What follows belongs to an exercise in optimizing a design on an open flow for small area, a short achievable clock period and few clock cycles; a production flow would make more cautious choices. In this exercise RTL edits were held to simulation tests only and were not proved equivalent to the original. Power figures rest on the tool's default switching activity, not on a simulated workload.

File: flow/run.sh
#!/bin/bash
# synth_recipe.tcl (not shown) runs the flow's synth.tcl, then flattens the netlist and writes it again
# the make line also repeats each setting of config.mk as NAME=value (left out here)
make -C /OpenROAD-flow-scripts/flow DESIGN_CONFIG=/design/flow/config.mk WORK_HOME=/design/flow/orfs CLKGATE_MAP_FILE= SYNTH_SCRIPT=/design/flow/synth_recipe.tcl finish
File: flow/design.v
module crc16_step (
    input  wire [15:0] crc_in,
    input  wire [7:0]  data,
    output wire [15:0] crc_out
);
    wire [15:0] s0 = crc_in ^ {8'h00, data};
    wire [15:0] s1 = s0[0] ? ((s0 >> 1) ^ 16'hA001) : (s0 >> 1);
    wire [15:0] s2 = s1[0] ? ((s1 >> 1) ^ 16'hA001) : (s1 >> 1);
    wire [15:0] s3 = s2[0] ? ((s2 >> 1) ^ 16'hA001) : (s2 >> 1);
    wire [15:0] s4 = s3[0] ? ((s3 >> 1) ^ 16'hA001) : (s3 >> 1);
    wire [15:0] s5 = s4[0] ? ((s4 >> 1) ^ 16'hA001) : (s4 >> 1);
    wire [15:0] s6 = s5[0] ? ((s5 >> 1) ^ 16'hA001) : (s5 >> 1);
    wire [15:0] s7 = s6[0] ? ((s6 >> 1) ^ 16'hA001) : (s6 >> 1);
    wire [15:0] s8 = s7[0] ? ((s7 >> 1) ^ 16'hA001) : (s7 >> 1);
    assign crc_out = s8;
endmodule
module tm02_codec (
    input  wire        clk,
    input  wire        rst,
    input  wire        cmd_valid,
    output wire        cmd_ready,
    input  wire [7:0]  cmd_op,
    input  wire [7:0]  cmd_imm,
    input  wire [31:0] cmd_a,
    input  wire [31:0] cmd_b,
    input  wire [31:0] cmd_c,
    output reg  [7:0]  rc,
    output reg  [15:0] crc_acc,
    output reg  [2:0]  rx_state,
    output reg  [7:0]  rx_cmd,
    output reg  [7:0]  rx_len,
    output reg  [7:0]  rx_idx,
    output reg  [15:0] rx_crc_rx,
    output reg  [15:0] rx_crc_calc,
    output reg  [1:0]  rx_evt,
    output reg         rx_fv,
    output reg  [8:0]  tx_len,
    output reg         ev_frame_ok,
    output reg         ev_crc_err,
    output reg         ev_tx_ready,
    input  wire [7:0]  rx_buf_raddr,
    output wire [7:0]  rx_buf_rdata,
    input  wire [7:0]  tx_pl_raddr,
    output wire [7:0]  tx_pl_rdata,
    input  wire [8:0]  tx_buf_raddr,
    output wire [7:0]  tx_buf_rdata
);
    localparam [7:0] OP_NOP         = 8'h00;
    localparam [7:0] OP_CRC_INIT    = 8'h10;
    localparam [7:0] OP_CRC_BYTE    = 8'h11;
    localparam [7:0] OP_RX_FEED     = 8'h20;
    localparam [7:0] OP_RX_RESET    = 8'h21;
    localparam [7:0] OP_TX_PL_WRITE = 8'h30;
    localparam [7:0] OP_TX_ACK      = 8'h31;
    localparam [7:0] OP_TX_DATA     = 8'h32;
    localparam [7:0] OP_TX_REPORT   = 8'h33;
    localparam [7:0] RC_OK         = 8'h00;
    localparam [7:0] RC_ILLEGAL_OP = 8'h01;
    localparam [7:0] HEAD = 8'hAA;
    localparam [7:0] TAIL = 8'h55;
    localparam [2:0] RX_AWAIT_HEAD = 3'd0;
    localparam [2:0] RX_GOT_CMD    = 3'd1;
    localparam [2:0] RX_GOT_LEN    = 3'd2;
    localparam [2:0] RX_PAYLOAD    = 3'd3;
    localparam [2:0] RX_CRC_LOW    = 3'd4;
    localparam [2:0] RX_CRC_HIGH   = 3'd5;
    localparam [2:0] RX_AWAIT_TAIL = 3'd6;
    localparam [1:0] EVT_NONE     = 2'd0;
    localparam [1:0] EVT_FRAME_OK = 2'd1;
    localparam [1:0] EVT_CRC_ERR  = 2'd2;
    function automatic [15:0] crc_step(input [15:0] c, input [7:0] d);
        reg [15:0] x;
        integer k;
        begin
            x = c ^ {8'h00, d};
            for (k = 0; k < 8; k = k + 1)
                x = x[0] ? ((x >> 1) ^ 16'hA001) : (x >> 1);
            crc_step = x;
        end
    endfunction
    function automatic [15:0] mulx(input [15:0] c);
        mulx = c[0] ? ((c >> 1) ^ 16'hA001) : (c >> 1);
    endfunction
    function automatic [15:0] mulmod(input [15:0] v, input [15:0] r);
        reg [15:0] col, acc;
        integer i;
        begin
            col = r;
            acc = 16'h0000;
            for (i = 15; i >= 0; i = i - 1) begin
                if (v[i]) acc = acc ^ col;
                col = mulx(col);
            end
            mulmod = acc;
        end
    endfunction
    function automatic [7:0] rd_sel(input [8*256-1:0] flat, input [7:0] addr);
        integer i;
        begin
            rd_sel = 8'h00;
            for (i = 0; i < 256; i = i + 1)
                rd_sel = rd_sel | (flat[8*i +: 8] & {8{addr == i}});
        end
    endfunction
    reg tx_busy;
    assign cmd_ready = !tx_busy && !rst;
    wire accept = cmd_valid && cmd_ready;
    wire do_crc_init = accept && (cmd_op == OP_CRC_INIT);
    wire do_crc_byte = accept && (cmd_op == OP_CRC_BYTE);
    wire do_rx_feed  = accept && (cmd_op == OP_RX_FEED);
    wire do_rx_reset = accept && (cmd_op == OP_RX_RESET);
    wire do_pl_write = accept && (cmd_op == OP_TX_PL_WRITE);
    wire do_tx_ack   = accept && (cmd_op == OP_TX_ACK);
    wire do_tx_data  = accept && (cmd_op == OP_TX_DATA);
    wire do_tx_rep   = accept && (cmd_op == OP_TX_REPORT);
    wire op_legal = (cmd_op == OP_NOP)         || (cmd_op == OP_CRC_INIT) ||
                    (cmd_op == OP_CRC_BYTE)    || (cmd_op == OP_RX_FEED)  ||
                    (cmd_op == OP_RX_RESET)    || (cmd_op == OP_TX_PL_WRITE) ||
                    (cmd_op == OP_TX_ACK)      || (cmd_op == OP_TX_DATA)  ||
                    (cmd_op == OP_TX_REPORT);
    wire [7:0] a0 = cmd_a[7:0];
    wire [15:0] crc_acc_next;
    crc16_step u_crc_acc (.crc_in(crc_acc), .data(cmd_imm), .crc_out(crc_acc_next));
    always @(posedge clk) begin
        if (rst)
            crc_acc <= 16'hFFFF;
        else if (do_crc_init)
            crc_acc <= 16'hFFFF;
        else if (do_crc_byte)
            crc_acc <= crc_acc_next;
    end
    wire [15:0] rx_crc_next;
    crc16_step u_crc_rx (.crc_in(rx_crc_calc), .data(cmd_imm), .crc_out(rx_crc_next));
    wire [7:0] rx_idx_inc = rx_idx + 8'd1;
    wire       rx_buf_we  = do_rx_feed && (rx_state == RX_PAYLOAD);
    wire       rx_at_tail = do_rx_feed && (rx_state == RX_AWAIT_TAIL) && (cmd_imm == TAIL);
    wire       rx_crc_eq  = (rx_crc_rx == rx_crc_calc);
    always @(posedge clk) begin
        if (rst) begin
            rx_state    <= RX_AWAIT_HEAD;
            rx_cmd      <= 8'h00;
            rx_len      <= 8'h00;
            rx_idx      <= 8'h00;
            rx_crc_rx   <= 16'h0000;
            rx_crc_calc <= 16'hFFFF;
            rx_evt      <= EVT_NONE;
            rx_fv       <= 1'b0;
        end else if (do_rx_reset) begin
            rx_state <= RX_AWAIT_HEAD;
            rx_evt   <= EVT_NONE;
            rx_fv    <= 1'b0;
        end else if (do_rx_feed) begin
            rx_evt <= EVT_NONE;
            case (rx_state)
                RX_AWAIT_HEAD: begin
                    if (cmd_imm == HEAD) begin
                        rx_fv       <= 1'b0;
                        rx_idx      <= 8'h00;
                        rx_crc_calc <= 16'hFFFF;
                        rx_state    <= RX_GOT_CMD;
                    end
                end
                RX_GOT_CMD: begin
                    rx_cmd      <= cmd_imm;
                    rx_crc_calc <= rx_crc_next;
                    rx_state    <= RX_GOT_LEN;
                end
                RX_GOT_LEN: begin
                    rx_len      <= cmd_imm;
                    rx_crc_calc <= rx_crc_next;
                    rx_idx      <= 8'h00;
                    rx_state    <= (cmd_imm == 8'h00) ? RX_CRC_LOW : RX_PAYLOAD;
                end
                RX_PAYLOAD: begin
                    rx_crc_calc <= rx_crc_next;
                    rx_idx      <= rx_idx_inc;
                    if (rx_idx_inc == rx_len)
                        rx_state <= RX_CRC_LOW;
                end
                RX_CRC_LOW: begin
                    rx_crc_rx <= {8'h00, cmd_imm};
                    rx_state  <= RX_CRC_HIGH;
                end
                RX_CRC_HIGH: begin
                    rx_crc_rx <= {cmd_imm, rx_crc_rx[7:0]};
                    rx_state  <= RX_AWAIT_TAIL;
                end
                RX_AWAIT_TAIL: begin
                    rx_state <= RX_AWAIT_HEAD;
                    if (cmd_imm == TAIL) begin
                        if (rx_crc_eq) begin
                            rx_evt <= EVT_FRAME_OK;
                            rx_fv  <= 1'b1;
                        end else begin
                            rx_evt <= EVT_CRC_ERR;
                        end
                    end
                end
                default: rx_state <= RX_AWAIT_HEAD;
            endcase
        end
    end
    wire [7:0] imm_w = cmd_imm & {8{~rst}};
    wire [8*256-1:0] rx_buf_flat;
    genvar gi;
    generate
        for (gi = 0; gi < 256; gi = gi + 1) begin : g_rx_buf
            reg [7:0] q;
            always @(posedge clk) begin
                if (rst || (rx_buf_we && (rx_idx == gi)))
                    q <= imm_w;
            end
            assign rx_buf_flat[8*gi +: 8] = q;
        end
    endgenerate
    assign rx_buf_rdata = rd_sel(rx_buf_flat, rx_buf_raddr);
    wire [8*256-1:0] tx_pl_flat;
    generate
        for (gi = 0; gi < 256; gi = gi + 1) begin : g_tx_pl
            reg [7:0] q;
            always @(posedge clk) begin
                if (rst || (do_pl_write && (a0 == gi)))
                    q <= imm_w;
            end
            assign tx_pl_flat[8*gi +: 8] = q;
        end
    endgenerate
    reg  [8:0] pre_k;        
    wire [7:0] pl_raddr = tx_busy ? pre_k[7:0] : tx_pl_raddr;
    assign tx_pl_rdata = rd_sel(tx_pl_flat, pl_raddr);
    reg  [15:0] pre_w;
    reg  [15:0] pre_r;
    reg  [7:0]  tx_cmd_s;    
    reg  [7:0]  tx_n_s;      
    wire        pl_restart = do_pl_write && (a0 == 8'h00);
    wire        pl_extend  = do_pl_write && ({1'b0, a0} == pre_k);
    wire        pl_cut     = do_pl_write && ({1'b0, a0} < pre_k);
    wire        data_now   = do_tx_data && ({1'b0, a0} == pre_k);
    wire        data_cut   = do_tx_data && ({1'b0, a0} < pre_k);
    wire        busy_fin   = tx_busy && (pre_k == {1'b0, tx_n_s});
    wire [15:0] pre_w_in   = pl_restart ? 16'h0000 : pre_w;
    wire [15:0] pre_r_in   = pl_restart ? 16'h8000 : pre_r;
    wire [7:0]  pre_d      = tx_busy ? tx_pl_rdata : cmd_imm;
    wire [15:0] pre_w_next = crc_step(pre_w_in, pre_d);
    wire [15:0] pre_r_next = crc_step(pre_r_in, 8'h00);
    always @(posedge clk) begin
        if (rst) begin
            tx_busy  <= 1'b0;
            pre_k    <= 9'd0;
            pre_w    <= 16'h0000;
            pre_r    <= 16'h8000;
            tx_cmd_s <= 8'h00;
            tx_n_s   <= 8'h00;
        end else if (tx_busy) begin
            if (busy_fin) begin
                tx_busy <= 1'b0;
            end else begin
                pre_w <= pre_w_next;
                pre_r <= pre_r_next;
                pre_k <= pre_k + 9'd1;
            end
        end else if (pl_restart || pl_extend) begin
            pre_w <= pre_w_next;
            pre_r <= pre_r_next;
            pre_k <= {1'b0, a0} + 9'd1;
        end else if (pl_cut || data_cut) begin
            pre_w <= 16'h0000;
            pre_r <= 16'h8000;
            pre_k <= 9'd0;
            if (data_cut) begin
                tx_busy  <= 1'b1;
                tx_cmd_s <= cmd_imm;
                tx_n_s   <= a0;
            end
        end else if (do_tx_data && !data_now) begin
            tx_busy  <= 1'b1;
            tx_cmd_s <= cmd_imm;
            tx_n_s   <= a0;
        end
    end
    wire       fw     = do_tx_ack || do_tx_rep || data_now || busy_fin;
    wire       k_ack  = !tx_busy && (cmd_op == OP_TX_ACK);
    wire       k_rep  = !tx_busy && (cmd_op == OP_TX_REPORT);
    wire       k_dat  = !(k_ack || k_rep);
    wire [7:0] u_cmd  = tx_busy ? tx_cmd_s : cmd_imm;
    wire [7:0] u_n    = tx_busy ? tx_n_s : a0;
    wire [95:0] words = {cmd_c, cmd_b, cmd_a};
    function automatic [15:0] hdr_crc(input [7:0] c, input [7:0] n);
        hdr_crc = crc_step(crc_step(16'hFFFF, c), n);
    endfunction
    wire [15:0] c_ack = crc_step(hdr_crc(cmd_imm, 8'd1), a0);
    reg  [15:0] c_rep;
    integer ri;
    always @(*) begin
        c_rep = hdr_crc(cmd_imm, 8'd12);
        for (ri = 0; ri < 12; ri = ri + 1)
            c_rep = crc_step(c_rep, words[8*ri +: 8]);
    end
    wire [15:0] u_vec = {u_n, u_cmd};
    reg  [15:0] c_data;
    integer ci;
    always @(*) begin
        c_data = mulmod(hdr_crc(8'h00, 8'h00), pre_r) ^ pre_w;
        for (ci = 0; ci < 16; ci = ci + 1)
            if (u_vec[ci])
                c_data = c_data ^ mulmod(hdr_crc(8'h00, 8'h00) ^
                                         hdr_crc((16'd1 << ci) & 16'hFF, ((16'd1 << ci) >> 8) & 16'hFF),
                                         pre_r);
    end
    wire [1:0]   n_m3 = u_n % 3;
    wire [255:0] n_ge;
    generate
        for (gi = 0; gi < 256; gi = gi + 1) begin : g_nge
            assign n_ge[gi] = (u_n >= gi);
        end
    endgenerate
    wire [7:0] tr0 = c_data[7:0] & {8{~rst}};
    wire [7:0] tr1 = c_data[15:8] & {8{~rst}};
    wire [7:0] tr2 = TAIL & {8{~rst}};
    reg  [7:0] tr_bus [0:2];
    always @(*) begin
        case (n_m3)
            2'd0:    begin tr_bus[0] = tr0; tr_bus[1] = tr1; tr_bus[2] = tr2; end
            2'd1:    begin tr_bus[1] = tr0; tr_bus[2] = tr1; tr_bus[0] = tr2; end
            default: begin tr_bus[2] = tr0; tr_bus[0] = tr1; tr_bus[1] = tr2; end
        endcase
    end
    wire [8*18-1:0] ack_fr = {80'h0, TAIL, c_ack[15:8], c_ack[7:0], a0, 8'd1, cmd_imm, HEAD};
    wire [8*18-1:0] rep_fr = {TAIL, c_rep[15:8], c_rep[7:0], words, 8'd12, cmd_imm, HEAD};
    wire [8*261-1:0] tx_buf_flat;
    generate
        for (gi = 0; gi < 261; gi = gi + 1) begin : g_tx_buf
            reg  [7:0] q;
            wire       en_d;     
            wire [7:0] d_dat;    
            if (gi < 3) begin : g_hdr
                assign en_d  = 1'b1;
                assign d_dat = (gi == 0) ? HEAD : (gi == 1) ? u_cmd : u_n;
            end else begin : g_body
                wire pl = (gi - 2 <= 255) ? n_ge[(gi - 2 <= 255) ? gi - 2 : 0] : 1'b0;
                assign en_d = (gi < 5) ? 1'b1 : n_ge[(gi < 5) ? 0 : gi - 5];
                if (gi - 3 <= 255) begin : g_src
                    assign d_dat = (pl && !rst) ? tx_pl_flat[8*((gi - 3 <= 255) ? gi - 3 : 0) +: 8]
                                                : tr_bus[gi % 3];
                end else begin : g_nosrc
                    assign d_dat = tr_bus[gi % 3];
                end
            end
            wire       we;
            wire [7:0] d;
            if (gi < 7) begin : g_ack_rep
                assign we = fw && (k_dat ? en_d : 1'b1);
                assign d  = k_ack ? (ack_fr[8*gi +: 8] & {8{~rst}}) :
                            k_rep ? (rep_fr[8*gi +: 8] & {8{~rst}}) :
                            (gi < 3) ? (d_dat & {8{~rst}}) : d_dat;
            end else if (gi < 18) begin : g_rep
                assign we = fw && (k_dat ? en_d : k_rep);
                assign d  = k_rep ? (rep_fr[8*gi +: 8] & {8{~rst}}) : d_dat;
            end else begin : g_dat
                assign we = fw && k_dat && en_d;
                assign d  = d_dat;
            end
            always @(posedge clk) begin
                if (rst || we)
                    q <= d;
            end
            assign tx_buf_flat[8*gi +: 8] = q;
        end
    endgenerate
    reg [7:0] tx_buf_rd;
    integer bi;
    always @(*) begin
        tx_buf_rd = 8'h00;
        for (bi = 0; bi < 261; bi = bi + 1)
            tx_buf_rd = tx_buf_rd | (tx_buf_flat[8*bi +: 8] & {8{tx_buf_raddr == bi}});
    end
    assign tx_buf_rdata = tx_buf_rd;
    wire [7:0] f_n = k_ack ? 8'd1 : (k_rep ? 8'd12 : u_n);
    always @(posedge clk) begin
        if (rst)
            tx_len <= 9'd0;
        else if (fw)
            tx_len <= {1'b0, f_n} + 9'd6;
    end
    always @(posedge clk) begin
        if (rst) begin
            rc          <= RC_OK;
            ev_frame_ok <= 1'b0;
            ev_crc_err  <= 1'b0;
            ev_tx_ready <= 1'b0;
        end else begin
            if (accept)
                rc <= op_legal ? RC_OK : RC_ILLEGAL_OP;
            ev_frame_ok <= rx_at_tail && rx_crc_eq;
            ev_crc_err  <= rx_at_tail && !rx_crc_eq;
            ev_tx_ready <= fw;
        end
    end
endmodule
File: flow/config.mk
export PLATFORM = sky130hd
export DESIGN_NAME = tm02_codec
export DESIGN_NICKNAME = tm02_codec
export VERILOG_FILES = /design/flow/design.v
export SDC_FILE = /design/flow/constraint.sdc
export NUM_CORES = 4
export LEC_CHECK = 0
export CAP_MARGIN = 20
export CELL_PAD_IN_SITES_DETAIL_PLACEMENT = 1
export CELL_PAD_IN_SITES_GLOBAL_PLACEMENT = 1
export CORE_MARGIN = 2
export CORE_UTILIZATION = 55
export PLACE_DENSITY = 0.65
export SETUP_SLACK_MARGIN = 3
export SLEW_MARGIN = 40
File: flow/constraint.sdc
create_clock -name core_clock -period 10.0 [get_ports {clk}]
set_input_delay 2.0000 -clock core_clock [delete_from_list [all_inputs] [get_ports {clk}]]
set_output_delay 2.0000 -clock core_clock [all_outputs]
set_load 0.01 [all_outputs]
==> impl_metrics.py, run 1 <==
metrics = {
    "outcome": {
        "error_line": "[ERROR GRT-0116] Global routing finished with congestion. Check the congestion regions in the DRC Viewer.",
        "status": "aborted with a tool error",
        "haltStage": "global routing (5_1_grt)",
    },
    "grt": {
        "grt_pass1_wl_um": 3878000,
        "grt_pass1_vias": 309100,
        "grt_start_max_net_pins": 185,
        "grt_use_total": 1.213,
        "gr-total-overflow": 103800,
    },
    "die": {
        "io_pins": 263,
        "initial_utilization": 0.5524,
        "row_count": 258,
        "die_h_um": 708.3,
        "die_w_um": 708.3,
    },
    "synthesis": {
        "ys.flop_type": "edfxtp_1",
        "syn_inst": 20340,
        "synth_edf_count": 6177,
        "seq_area_frac_synth": 0.6907,
        "synth.avg_cell_area_sq_um": 13.41,
        "yosys.area.top_type": "edfxtp_1",
        "async_flop_share": 0,
        "yosys_register_bits": 6326,
        "yosysWarningCount": 2,
        "ys_types": 106,
        "yosysMostFrequentCell": "edfxtp_1",
        "synth_top_area_frac": 0.6798,
        "syn-cell-area_sq_um": 272900,
        "netlist_top_cells_count": "6177 x edfxtp_1, 1916 x o21ai_0, 1870 x nand2_1, 1640 x nor2_1, 925 x clkbuf_1",
        "ys_top_cells_by_area": "edfxtp_1 68%, o21ai_0 3.5%, a22o_1 2.8%, a221oi_1 2.6%, nand2_1 2.6%",
    },
    "placed_design": {
        "hpwlAfterDp_um": 2132000,
        "port_buffers": 255,
        "place_inst": 28310,
        "place_congestion": 2.218,
        "post_dp_cell_area_sq_um": 304200,
    },
    "clock_network": {
        "numCtsBuffers": 653,
        "cts_root_buffer": "clkbuf_16",
        "htreeDepth": 6,
        "cts_hold_buf": 0,
        "cts.sinks": 6326,
        "max-clock-path-buffers": 4,
    },
}
metrics by stage:
| step | total power, uW | setup WS, ps |
|---|---|---|
| 2_1_floorplan | 38550 | 1898 |
| 3_3_place_gp | 48000 | -1112 |
| 3_5_place_dp | 48560 | -352.1 |
| 4_1_cts | 72810 | 2095 |
power by group through the flow:
| stage | logic (uW) | clock network [uW] | registers (uW) |
|---|---|---|---|
| 2_1_floorplan | 4750 | 0 | 33800 |
| 3_3_place_gp | 10100 | 0 | 37900 |
| 4_1_cts | 11200 | 24200 | 37500 |
| 3_5_place_dp | 10600 | 0 | 37900 |
kinds of logic after synthesis:
family | Yosys count | share of synthesized area
fa+ha+maj | 34 | 0.001559
flops | 6326 | 0.6907
other cells | 1 | 0.00001374
buf+inv | 1292 | 0.01938
compound gates | 5861 | 0.1491
mux | 577 | 0.02355
xor+xnor | 668 | 0.02295
simple gates | 5583 | 0.09273
routing by layer:
layer / GRT overflow / track usage
met1: 18520 / 1.104
met2: 63170 / 1.579
met3: 9533 / 0.9893
met4: 11570 / 1.124
met5: 1021 / 0.8741
what timing repair did:
| item | CTS |
|---|---|
| pin swaps | 171 |
| gates resized for setup | 879 |
| endpoints found under the hold margin | 0 |
| buffers inserted | 330 |
| gates cloned | 7 |
| setup endpoints to repair | 2099 |
how the worst max path moves through the flow:
stage | from | to | slack, ps | depth (start not counted)
3_5_place_dp | tx_buf_raddr[0] | tx_buf_rdata[0] | -350 | 13
2_1_floorplan | rst | g_rx_buf[0].q[3] | 1900 | 8
3_3_place_gp | tx_pl_raddr[0] | tx_pl_rdata[2] | -1110 | 11
4_1_cts | rx_buf_raddr[7] | rx_buf_rdata[3] | 2100 | 13
Testbench counts, summed over its fixed seeds: cycles 32,007.
==> run 2, diff against run 1 <==
--- a/flow/design.v
+++ b/flow/design.v
@@ -308,5 +308,12 @@
                                          pre_r);
     end
-    wire [1:0]   n_m3 = u_n % 3;
+    function automatic [2:0] nib_m3(input [3:0] v);
+        nib_m3 = 3'b001 << (v % 3);
+    endfunction
+    wire [2:0] m3_l = nib_m3(u_n[3:0]);
+    wire [2:0] m3_h = nib_m3(u_n[7:4]);
+    wire [2:0] n_m3 = {(m3_h[0] & m3_l[2]) | (m3_h[1] & m3_l[1]) | (m3_h[2] & m3_l[0]),
+                       (m3_h[0] & m3_l[1]) | (m3_h[1] & m3_l[0]) | (m3_h[2] & m3_l[2]),
+                       (m3_h[0] & m3_l[0]) | (m3_h[1] & m3_l[2]) | (m3_h[2] & m3_l[1])};
     wire [255:0] n_ge;
     generate
@@ -320,9 +327,7 @@
     reg  [7:0] tr_bus [0:2];
     always @(*) begin
-        case (n_m3)
-            2'd0:    begin tr_bus[0] = tr0; tr_bus[1] = tr1; tr_bus[2] = tr2; end
-            2'd1:    begin tr_bus[1] = tr0; tr_bus[2] = tr1; tr_bus[0] = tr2; end
-            default: begin tr_bus[2] = tr0; tr_bus[0] = tr1; tr_bus[1] = tr2; end
-        endcase
+        tr_bus[0] = ({8{n_m3[0]}} & tr0) | ({8{n_m3[1]}} & tr2) | ({8{n_m3[2]}} & tr1);
+        tr_bus[1] = ({8{n_m3[0]}} & tr1) | ({8{n_m3[1]}} & tr0) | ({8{n_m3[2]}} & tr2);
+        tr_bus[2] = ({8{n_m3[0]}} & tr2) | ({8{n_m3[1]}} & tr1) | ({8{n_m3[2]}} & tr0);
     end
     wire [8*18-1:0] ack_fr = {80'h0, TAIL, c_ack[15:8], c_ack[7:0], a0, 8'd1, cmd_imm, HEAD};
==> flow/config.mk (replaced) <==
export PLATFORM = sky130hd
export DESIGN_NAME = tm02_codec
export DESIGN_NICKNAME = tm02_codec
export VERILOG_FILES = /design/flow/design.v
export SDC_FILE = /design/flow/constraint.sdc
export NUM_CORES = 4
export LEC_CHECK = 0
export CAP_MARGIN = 20
export CELL_PAD_IN_SITES_DETAIL_PLACEMENT = 2
export CELL_PAD_IN_SITES_GLOBAL_PLACEMENT = 2
export CORE_MARGIN = 2
export CORE_UTILIZATION = 33
export CTS_CLUSTER_DIAMETER = 60
export CTS_CLUSTER_SIZE = 30
export PLACE_DENSITY = 0.42
export SETUP_SLACK_MARGIN = 4
export SLEW_MARGIN = 40
==> impl_metrics.py, run 2 <==
metrics = {
    "outcome": {
        "status": "aborted with a tool error",
        "haltStage": "clock tree synthesis (4_1_cts)",
        "error_line": "[ERROR DPL-0033] detailed placement checks failed during check placement.",
    },
    "die": {
        "io_pins": 263,
        "row_count": 333,
        "initial_utilization": 0.3314,
        "die_h_um": 913.0,
        "die_w_um": 913.0,
    },
    "synthesis": {
        "yosys_register_bits": 6326,
        "synth_top_area_frac": 0.6803,
        "syn_inst": 18880,
        "synth-compound-area-share": 0.1293,
        "synth.avg_cell_area_sq_um": 14.44,
        "async_flop_share": 0,
        "syn-cell-area_sq_um": 272700,
        "ys.flop_type": "edfxtp_1",
        "ys_types": 86,
        "synth_edf_count": 6177,
        "synth_top_family_by_area": "compound AO/OA/AOI/OAI gates",
        "seq_area_frac_synth": 0.6912,
        "yosysWarningCount": 2,
        "yosys-mux-area-fraction": 0.06815,
        "ys_top_cells_by_area": "edfxtp_1 68%, mux2_2 6.3%, a22o_1 2.6%, a22oi_1 2.6%, a221oi_1 2.6%",
        "netlist_top_cells_count": "6177 x edfxtp_1, 1724 x nor2_1, 1537 x mux2_2, 963 x o21ai_0, 949 x a22oi_1",
        "yosys.area.top_type": "edfxtp_1",
        "synth-adder-area-share": 0.001652,
        "yosys.area_share.simple": 0.07194,
        "yosysMostFrequentCell": "edfxtp_1",
        "synth_xor_area_frac": 0.02220,
    },
    "clock_network": {
        "cts_root_buffer": "clkbuf_16",
        "numCtsBuffers": 598,
        "cts.sinks": 6326,
        "htreeDepth": 6,
        "cts_hold_buf": 0,
        "cts_resized": 858,
        "postCtsSetupRepairBufs": 251,
        "max-clock-path-buffers": 4,
    },
    "placed_design": {
        "hpwlAfterDp_um": 2858000,
        "place_inst": 32360,
        "port_buffers": 255,
        "post_dp_cell_area_sq_um": 324600,
        "place_congestion": 1.675,
    },
}
run 2: cell types whose count changed after synthesis, sizes merged, moves of 80 or more:
cell | previous run | this run
o21ai | 1956 | 982
a22oi | 825 | 949
mux2 | 497 | 1538
nand2 | 1872 | 624
nor2 | 1646 | 1726
buf | 290 | 119
a21oi | 567 | 660
nand3 | 806 | 609
run 2: kinds of logic after synthesis:
group,Yosys count
compound gates,4896
xor+xnor,675
other cells,1
flops,6326
simple gates,4186
fa+ha+maj,36
mux,1663
buf+inv,1095
run 2: power by group through the flow:
stage	Sequential [uW]	Combinational [uW]	Clock [uW]
floorplan	32700	3730	0
global placement	36900	9100	0
detailed placement	36500	10300	0
run 2: stage by stage:
stage / total power (uW) / TNS, ps / setup WS, ps
after floorplan: 36430 / 0 / 2029
after global placement: 45960 / -17660 / -2029
after detailed placement: 46800 / -1463 / -571.1
run 2: how the worst max path moves through the flow:
stage,from,endpoint,slack [ps],cells past startpoint
after global placement,tx_pl_raddr[6],tx_pl_rdata[3],-2030,15
after floorplan,rst,g_rx_buf[0].q[0],2030,7
after detailed placement,tx_pl_raddr[6],tx_pl_rdata[3],-570,16
Testbench counts of run 2, summed over its fixed seeds: cycles 32,007.
==> run 3, diff against run 2 <==
--- a/flow/design.v
+++ b/flow/design.v
@@ -214,5 +214,5 @@
         end
     endgenerate
-    assign rx_buf_rdata = rd_sel(rx_buf_flat, rx_buf_raddr);
+    assign rx_buf_rdata = rx_buf_flat[8*rx_buf_raddr +: 8];
     wire [8*256-1:0] tx_pl_flat;
     generate
@@ -228,5 +228,5 @@
     reg  [8:0] pre_k;        
     wire [7:0] pl_raddr = tx_busy ? pre_k[7:0] : tx_pl_raddr;
-    assign tx_pl_rdata = rd_sel(tx_pl_flat, pl_raddr);
+    assign tx_pl_rdata = tx_pl_flat[8*pl_raddr +: 8];
     reg  [15:0] pre_w;
     reg  [15:0] pre_r;
@@ -316,8 +316,28 @@
                        (m3_h[0] & m3_l[1]) | (m3_h[1] & m3_l[0]) | (m3_h[2] & m3_l[2]),
                        (m3_h[0] & m3_l[0]) | (m3_h[1] & m3_l[2]) | (m3_h[2] & m3_l[1])};
+    function automatic [15:0] nib_ge(input [3:0] v);    
+        integer k;
+        begin
+            nib_ge = 16'h0000;
+            for (k = 0; k < 16; k = k + 1)
+                if (v == k) nib_ge = (17'h00002 << k) - 17'h00001;
+        end
+    endfunction
+    function automatic [15:0] nib_eq(input [3:0] v);    
+        nib_eq = 16'h0001 << v;
+    endfunction
+    wire [15:0] lo_ge = nib_ge(u_n[3:0]);
+    wire [15:0] hi_ge = nib_ge(u_n[7:4]);
+    wire [15:0] hi_eq = nib_eq(u_n[7:4]);
     wire [255:0] n_ge;
     generate
         for (gi = 0; gi < 256; gi = gi + 1) begin : g_nge
-            assign n_ge[gi] = (u_n >= gi);
+            if (gi % 16 == 0) begin : g_al
+                assign n_ge[gi] = hi_ge[gi / 16];
+            end else if (gi / 16 == 15) begin : g_top
+                assign n_ge[gi] = hi_eq[15] & lo_ge[gi % 16];
+            end else begin : g_mid
+                assign n_ge[gi] = hi_ge[gi / 16 + 1] | (hi_eq[gi / 16] & lo_ge[gi % 16]);
+            end
         end
     endgenerate
@@ -373,12 +393,5 @@
         end
     endgenerate
-    reg [7:0] tx_buf_rd;
-    integer bi;
-    always @(*) begin
-        tx_buf_rd = 8'h00;
-        for (bi = 0; bi < 261; bi = bi + 1)
-            tx_buf_rd = tx_buf_rd | (tx_buf_flat[8*bi +: 8] & {8{tx_buf_raddr == bi}});
-    end
-    assign tx_buf_rdata = tx_buf_rd;
+    assign tx_buf_rdata = (tx_buf_raddr <= 9'd260) ? tx_buf_flat[8*tx_buf_raddr +: 8] : 8'h00;
     wire [7:0] f_n = k_ack ? 8'd1 : (k_rep ? 8'd12 : u_n);
     always @(posedge clk) begin
--- a/flow/config.mk
+++ b/flow/config.mk
@@ -10,8 +10,8 @@
 export CELL_PAD_IN_SITES_GLOBAL_PLACEMENT = 2
 export CORE_MARGIN = 2
-export CORE_UTILIZATION = 33
+export CORE_UTILIZATION = 30
 export CTS_CLUSTER_DIAMETER = 60
 export CTS_CLUSTER_SIZE = 30
-export PLACE_DENSITY = 0.42
+export PLACE_DENSITY = 0.4
 export SETUP_SLACK_MARGIN = 4
 export SLEW_MARGIN = 40
==> impl_metrics.py, run 3 <==
metrics = {
    "outcome": {
        "status": "timing/DRC/antenna clean",
    },
    "setup_path": {
        "end_kind": "output pin",
        "worstSetupPathType": "in2out",
        "worst_setup_path_start_kind": "input port",
        "worstSetupStartpoint": "tx_pl_raddr[0]",
        "rr_endpoint": "pre_w[0]",
        "crit_arrival_ps": 6240,
        "r2r-start": "tx_busy",
        "required_ps": 8000,
        "r2r_cells": 18,
        "cp_max_fo": 9,
        "r2r_setup_slack_ps": 3400,
    },
    "layout": {
        "area_growth_pct": 29.08,
        "fin_cells": 37130,
        "fin_util": 0.3883,
        "drive_gt1_frac": 0.3427,
        "largest_register_ffs": 2081,
        "design_area_sq_um": 379400,
        "fillCellCount": 95870,
        "largest-register": "g_tx_buf.q",
        "layout_common_cells": "6177 x edfxtp_1, 1990 x nor2_1, 1942 x buf_4",
        "mostFrequentLayoutCell": "edfxtp_1",
        "layout.nets": 23410,
        "reg_top3": "g_tx_buf.q (2081), g_rx_buf.q (2048), g_tx_pl.q (2048)",
    },
    "routing": {
        "drc": 0,
        "drtIter0Drc": 37370,
        "wl_met3_um": 197700,
        "dr_wl_met2_um": 895300,
        "top_layer": "met5",
        "drt_pre_antenna_iters": 6,
        "wl_met1_um": 789000,
        "postRouteAntennaNets": 0,
        "vias": 236600,
        "viasPerCell": 6.371,
        "wl_per_cell_um": 54.87,
        "routed_wl_um": 2037000,
    },
    "pwr": {
        "peakVddDrop_mv": 0.6093,
        "switchingPower_uw": 25130,
        "power.share.switching": 0.3232,
        "intPower_uw": 52620,
        "p_seq_frac": 0.422,
        "comb_power_share": 0.213,
        "power.density_nw_per_um2": 204.9,
        "clkPwrFrac": 0.365,
        "p_leak_uw": 0.1312,
    },
    "sta": {
        "fin_crit_ps": 8240,
        "fin_setup_tns_ps": 0,
        "setup_viol": 0,
        "fmax_ghz": 0.1214,
        "tightest_slew_ps": 1278,
        "maxSlewHeadroom": 0.1480,
        "rsz0062_at_grt": "yes",
        "hold_viol_final": 0,
        "slew_viol_final": 0,
        "hold_ws_ps": 502.8,
        "fin_skew_ps": 142.0,
        "post-route-period-util": 0.8240,
    },
    "die": {
        "die_h_um": 993.8,
        "core_area_sq_um": 977000,
        "die-area_sq_um": 987600,
        "initial_utilization": 0.3008,
        "row_count": 363,
        "die_w_um": 993.8,
        "io_pins": 263,
    },
    "placed_design": {
        "post_dp_cell_area_sq_um": 327100,
        "place_inst": 34390,
        "hpwlAfterDp_um": 1330000,
        "port_buffers": 255,
        "place_congestion": 0.9493,
    },
    "grt": {
        "grt_pass1_vias": 223800,
        "gr-total-overflow": 0,
        "grt_use_total": 0.3884,
        "grt_start_max_net_pins": 154,
        "grt_pass1_wl_um": 2505000,
        "antenna_found_initial": 380,
    },
    "synthesis": {
        "yosys_register_bits": 6326,
        "synth_top_area_frac": 0.6311,
        "synth.avg_cell_area_sq_um": 14.04,
        "synth_edf_count": 6177,
        "syn-cell-area_sq_um": 293900,
        "yosysWarningCount": 2,
        "yosys.area.top_type": "edfxtp_1",
        "async_flop_share": 0,
        "yosysMostFrequentCell": "edfxtp_1",
        "seq_area_frac_synth": 0.6413,
        "syn_inst": 20940,
        "netlist_top_cells_count": "6177 x edfxtp_1, 2197 x nor2_1, 2057 x a21oi_1, 1450 x nand2_1, 1297 x mux4_2",
        "ys.flop_type": "edfxtp_1",
        "ys_types": 100,
        "ys_top_cells_by_area": "edfxtp_1 63%, mux4_2 9.9%, mux2_2 3.7%, a21oi_1 3.5%, nor2_1 2.8%",
    },
    "clock_network": {
        "cts_hold_buf": 0,
        "htreeDepth": 6,
        "path_clk_slew_ps": 70,
        "numCtsBuffers": 701,
        "insertion_delay_ps": 1210,
        "max-clock-path-buffers": 5,
        "cts.sinks": 6326,
        "cts_root_buffer": "clkbuf_16",
        "cts_tree": "built",
    },
    "worst_hold_path": {
        "hold_class": "reg2reg",
        "hp-start": "pre_r[13]",
        "holdPathEnd": "pre_r[13]",
        "whs_path_depth": 2,
    },
    "flow_run": {
        "maxCapViolCount": 0,
    },
}
-- run 3: cell types whose count changed after synthesis, moves of 731 or more --
cell / delta
mux4_2: +1296
a22o_1: -791
nand2_1: +826
a22oi_1: -832
a21oi_1: +1397
a221oi_1: -731
-- run 3: routing by layer --
| layer | GRT usage | up-vias |
|---|---|---|
| met2 | 0.5906 | 16220 |
| li1 | - | 86730 |
| met1 | 0.5062 | 129200 |
| met3 | 0.08852 | 4342 |
| met5 | 0 | - |
| met4 | 0.2351 | 76 |
-- run 3: power groups by stage --
stage                     Sequential, uW  Combinational, uW  Clock, uW
final                              32800              16600      28400
after global routing               33000              16500      29500
after CTS                          32800              14700      28700
after detailed placement           33300              13100          0
after global placement             33300              12900          0
after floorplan                    32700               6140          0
-- run 3: timing repair --
item	CTS	global route
pin swaps	161	194
gates cloned	94	92
gates resized for setup	1341	1645
buffers inserted	564	334
endpoints found under the setup margin	2620	1249
-- run 3: worst max path at each step --
stage	endpoint
final	tx_pl_rdata[3]
after global routing	tx_pl_rdata[3]
after CTS	tx_buf_rdata[1]
after detailed placement	tx_pl_rdata[4]
after global placement	tx_pl_rdata[4]
after floorplan	g_rx_buf[0].q[3]
-- run 3: critical path: stages --
cell and delay [ps]:
buf_16 180, mux2_8 230, buf_12 150, buf_4 330
buf_4 250, nand2_1 330, o21ai_1 430, o22a_1 210
a31oi_2 270, nor4_4 690, o41a_1 470, and3_4 250
buf_12 160, buf_12 130
-- run 3: cell type report --
class | count | area [sq um] | share of cell area
Sequential cell | 6326 | 188500 | 0.4969
Clock inverter | 524 | 6155 | 0.01622
Clock buffer | 761 | 18000 | 0.04745
Timing Repair inverter | 9 | 115.1 | 0.0003034
Timing Repair Buffer | 3319 | 40220 | 0.1060
Antenna cell | 358 | 895.9 | 0.002361
Inverter | 85 | 949.7 | 0.002503
Multi-Input combinational cell | 12790 | 108300 | 0.2856
Tap cell | 12960 | 16210 | 0.04273
-- run 3: logic make-up (layout without fill, tap and decap cells) --
kind of cell,after synthesis,count (layout),synth area share
buffers and inverters,1833,4698,0.02535
DFF,6326,6326,0.6413
adders and majority gates,36,36,0.001533
and+or+nand+nor,4554,4555,0.06418
other,1,365,0.00001276
AOI/OAI and AO/OA,5085,5086,0.1035
muxes,2428,2430,0.1421
xor gates and xnor gates,677,677,0.02207
-- run 3: through the flow --
step	power, uW	setup WS (ps)
CTS	76220	2058
floorplan	38870	1932
finish	77740	1760
detailed placement	46440	94.92
global route	78970	2095
global placement	46200	-760.5
Testbench counts of run 3, summed over its fixed seeds: cycles 32,007.
==> run 4, diff against run 3 <==
==> flow/config.mk (replaced) <==
export PLATFORM = sky130hd
export DESIGN_NAME = tm02_codec
export DESIGN_NICKNAME = tm02_codec
export VERILOG_FILES = /design/flow/design.v
export SDC_FILE = /design/flow/constraint.sdc
export NUM_CORES = 4
export LEC_CHECK = 0
export CAP_MARGIN = 20
export CELL_PAD_IN_SITES_DETAIL_PLACEMENT = 1
export CELL_PAD_IN_SITES_GLOBAL_PLACEMENT = 1
export CORE_MARGIN = 2
export CORE_UTILIZATION = 36
export CTS_CLUSTER_DIAMETER = 60
export CTS_CLUSTER_SIZE = 30
export PLACE_DENSITY = 0.45
export SETUP_SLACK_MARGIN = 4
export SLEW_MARGIN = 40
==> impl_metrics.py, run 4 <==
metrics = {
    "synthesis": {
        "seq_area_frac_synth": 0.6413,
        "async_flop_share": 0,
        "synth_top_area_frac": 0.6311,
        "yosysMostFrequentCell": "edfxtp_1",
        "syn-cell-area_sq_um": 293900,
        "yosys_register_bits": 6326,
        "netlist_top_cells_count": "6177 x edfxtp_1, 2197 x nor2_1, 2057 x a21oi_1, 1450 x nand2_1, 1297 x mux4_2",
        "ys_types": 100,
        "synth.avg_cell_area_sq_um": 14.04,
        "yosys.area.top_type": "edfxtp_1",
        "synth_edf_count": 6177,
        "syn_inst": 20940,
        "ys.flop_type": "edfxtp_1",
        "ys_top_cells_by_area": "edfxtp_1 63%, mux4_2 9.9%, mux2_2 3.7%, a21oi_1 3.5%, nor2_1 2.8%",
        "yosysWarningCount": 2,
    },
    "routing": {
        "routed_wl_um": 1829000,
        "drt_pre_antenna_iters": 8,
        "viasPerCell": 6.795,
        "drtIter0Drc": 40040,
        "wl_per_cell_um": 53.56,
        "vias": 232100,
        "postRouteAntennaNets": 0,
        "drc": 0,
    },
    "clock_network": {
        "insertion_delay_ps": 1260,
        "cts_tree": "built",
        "cts.sinks": 6326,
        "path_clk_slew_ps": 60,
        "cts_root_buffer": "clkbuf_16",
        "max-clock-path-buffers": 4,
        "cts_hold_buf": 0,
        "numCtsBuffers": 628,
        "htreeDepth": 6,
    },
    "placed_design": {
        "place_congestion": 0.9741,
        "port_buffers": 255,
        "place_inst": 31950,
        "hpwlAfterDp_um": 1188000,
        "post_dp_cell_area_sq_um": 321200,
    },
    "setup_path": {
        "r2r_cells": 21,
        "crit_slowest_cell": "a22oi_2",
        "end_kind": "output pin",
        "slowest_delay_ps": 810,
        "crit_buf_inv": 6,
        "critPathMostFrequentCell": "buf_6",
        "cp_cell_sequence": "clkdlybuf4s15_2 > o21ai_4 > buf_16 > buf_4 > nand2_4 > a21oi_1 > a311oi_2 > nand4_1 > a22oi_2 > buf_6 > and3_4 > buf_6 > buf_6",
        "crit_arrival_ps": 6200,
        "worst_setup_path_start_kind": "input port",
        "required_ps": 8000,
        "cp_max_fo": 7,
        "critPathTopFamily": "compound AO/OA/AOI/OAI gates",
        "worstSetupPathType": "in2out",
        "path_depth": 13,
    },
    "grt": {
        "grt_use_total": 0.4231,
        "gr-usage-met3": 0.1241,
        "grt_start_max_net_pins": 188,
        "met2_usage": 0.6359,
        "gr-total-overflow": 0,
        "grt_pass1_vias": 214200,
        "grt_pass1_wl_um": 2290000,
        "use_met1": 0.5177,
        "antenna_found_initial": 328,
        "top_usage_layer": "met2",
    },
    "sta": {
        "hold_ws_ps": 485.9,
        "setup_viol": 0,
        "fin_skew_ps": 107.7,
        "rsz0062_at_grt": "yes",
        "post-route-period-util": 0.8196,
        "tightest_slew_ps": 1162,
        "maxSlewHeadroom": 0.2253,
        "slew_viol_final": 0,
        "fmax_ghz": 0.1220,
        "hold_viol_final": 0,
        "fin_crit_ps": 8196,
    },
    "pwr": {
        "power_uw": 74130,
        "p_leak_uw": 0.1227,
        "power.density_nw_per_um2": 207.4,
        "peakVddDrop_mv": 1.252,
    },
    "worst_hold_path": {
        "hold_class": "reg2reg",
        "whs_path_depth": 2,
    },
    "die": {
        "die_w_um": 907.5,
        "row_count": 331,
        "core_area_sq_um": 813000,
        "initial_utilization": 0.3615,
        "die_h_um": 907.5,
        "die-area_sq_um": 823600,
        "io_pins": 263,
    },
    "layout": {
        "mostFrequentLayoutCell": "edfxtp_1",
        "area_growth_pct": 21.63,
        "layout_common_cells": "6177 x edfxtp_1, 2037 x nor2_1, 1975 x a21oi_1",
        "layout.nets": 22490,
        "fin_util": 0.4397,
        "fillCellCount": 80390,
        "largest-register": "g_tx_buf.q",
        "fin_cells": 34150,
        "design_area_sq_um": 357500,
        "reg_top3": "g_tx_buf.q (2081), g_rx_buf.q (2048), g_tx_pl.q (2048)",
        "largest_register_ffs": 2081,
        "drive_gt1_frac": 0.2926,
    },
    "outcome": {
        "status": "timing/DRC/antenna clean",
    },
    "flow_run": {
        "maxCapViolCount": 0,
    },
}
## run 4: cell counts after synthesis
Identical to the previous run, type by type.
## run 4: worst register-to-register path, stage by stage, from the launching register on
cell      delay [ps]
dfxtp_4          360
buf_12           170
buf_8            300
buf_12           290
nand2b_4         240
o21ai_4          180
buf_16           260
buf_4            250
nand2_4          270
a21oi_1          100
a311oi_2         380
nand4_1          690
a22oi_2          810
buf_6            220
a41oi_1          320
buf_4            300
xnor2_2          210
xnor3_2          500
xnor2_2          190
xnor3_1          460
xnor2_1          140
a32o_1           200
## run 4: stage by stage
stage               worst slack [ps]  TNS [ps]
CTS                             2108         0
global route                    2170         0
finish                          1804         0
floorplan                       1932         0
detailed placement            -109.1    -161.1
global placement               -1408     -4840
## run 4: repair_timing
action                                 in CTS  in global routing
endpoints found under the hold margin       0                  0
gates cloned                               69                 48
pin swaps                                 109                114
setup endpoints to repair                2156               2309
resized for setup                         666                612
buffers inserted                          204                215
## run 4: layer usage
metal  wire length [um]  vias to the layer above
met5               1946                        -
met4             164200                       90
met3             203300                     5416
met2             805700                    18840
met1             654100                   122700
li1                   -                    84990
## run 4: logic make-up (layout without fill, tap and decap cells)
| family | after synthesis | count (layout) | share of synthesized area |
|---|---|---|---|
| other | 1 | 485 | 0.00001276 |
| DFF | 6326 | 6326 | 0.6413 |
| adders and majority gates | 36 | 36 | 0.001533 |
| buffers and inverters | 1833 | 3734 | 0.02535 |
| muxes | 2428 | 2431 | 0.1421 |
| xor gates and xnor gates | 677 | 677 | 0.02207 |
| and+or+nand+nor | 4554 | 4554 | 0.06418 |
| AOI/OAI and AO/OA | 5085 | 5085 | 0.1035 |
## run 4: path summary, 6_finish.rpt
kind                       start             end  slack (ps)
setup / recovery  tx_pl_raddr[5]  tx_pl_rdata[0]        1800
hold / removal         tx_len[7]       tx_len[7]         490
setup reg to reg         tx_busy        pre_w[0]        3090
hold reg to reg        tx_len[7]       tx_len[7]         490
## run 4: power breakdown
| part | internal [uW] | total (uW) | switching (uW) | leakage (uW) |
|---|---|---|---|---|
| sequential | 31700 | 32800 | 1150 | 0.0620 |
| clock | 13600 | 26000 | 12500 | 0.0105 |
| combinational | 5130 | 15300 | 10100 | 0.0502 |
## run 4: layout make-up
cell class | count | area (sq um) | share of cell area
Antenna cell | 478 | 1196 | 0.003346
Clock buffer | 680 | 16270 | 0.04552
Clock inverter | 485 | 5514 | 0.01543
Inverter | 85 | 680.7 | 0.001904
Multi-Input combinational cell | 12790 | 104300 | 0.2917
Sequential cell | 6326 | 188500 | 0.5273
Tap cell | 10820 | 13540 | 0.03788
Timing Repair Buffer | 2481 | 27490 | 0.07689
Timing Repair inverter | 3 | 28.78 | 0.00008050

==> separate check: timing with driven ports <==
How much do the figures lean on ideal ports? The routed layouts below were timed once more, with nothing changed but the port constraints.
Step 1: set_driving_cell puts a clkbuf_16 on clk and a buf_2 on each other input, an assumption about the parent block.
Step 2 adds t to the input delays and takes it off the output delays; t is the mean of the earliest and latest rising clock arrival at the registers after step 1. Input paths then give back, and output paths get back, about the clock's delay inside the block.
a / b / c = no drivers / after step 1 / after step 2; a / b = the first two.
| run | t, ns | setup WS [ns] | hold slack, ns | worst setup path at the end |
|---|---|---|---|---|
| run 3 | 1.329 | 1.760 / 1.174 / 1.174 | 0.503 / 0.503 / 0.503 | input to output |
| run 4 | 1.355 | 1.804 / 1.391 / 1.391 | 0.486 / 0.486 / 0.486 | input to output |
After both steps setup and hold are still met in every run listed. For run 3, which loses most, drivers alone change the setup slack by -0.586 ns; drivers and shift together by -0.586 ns.
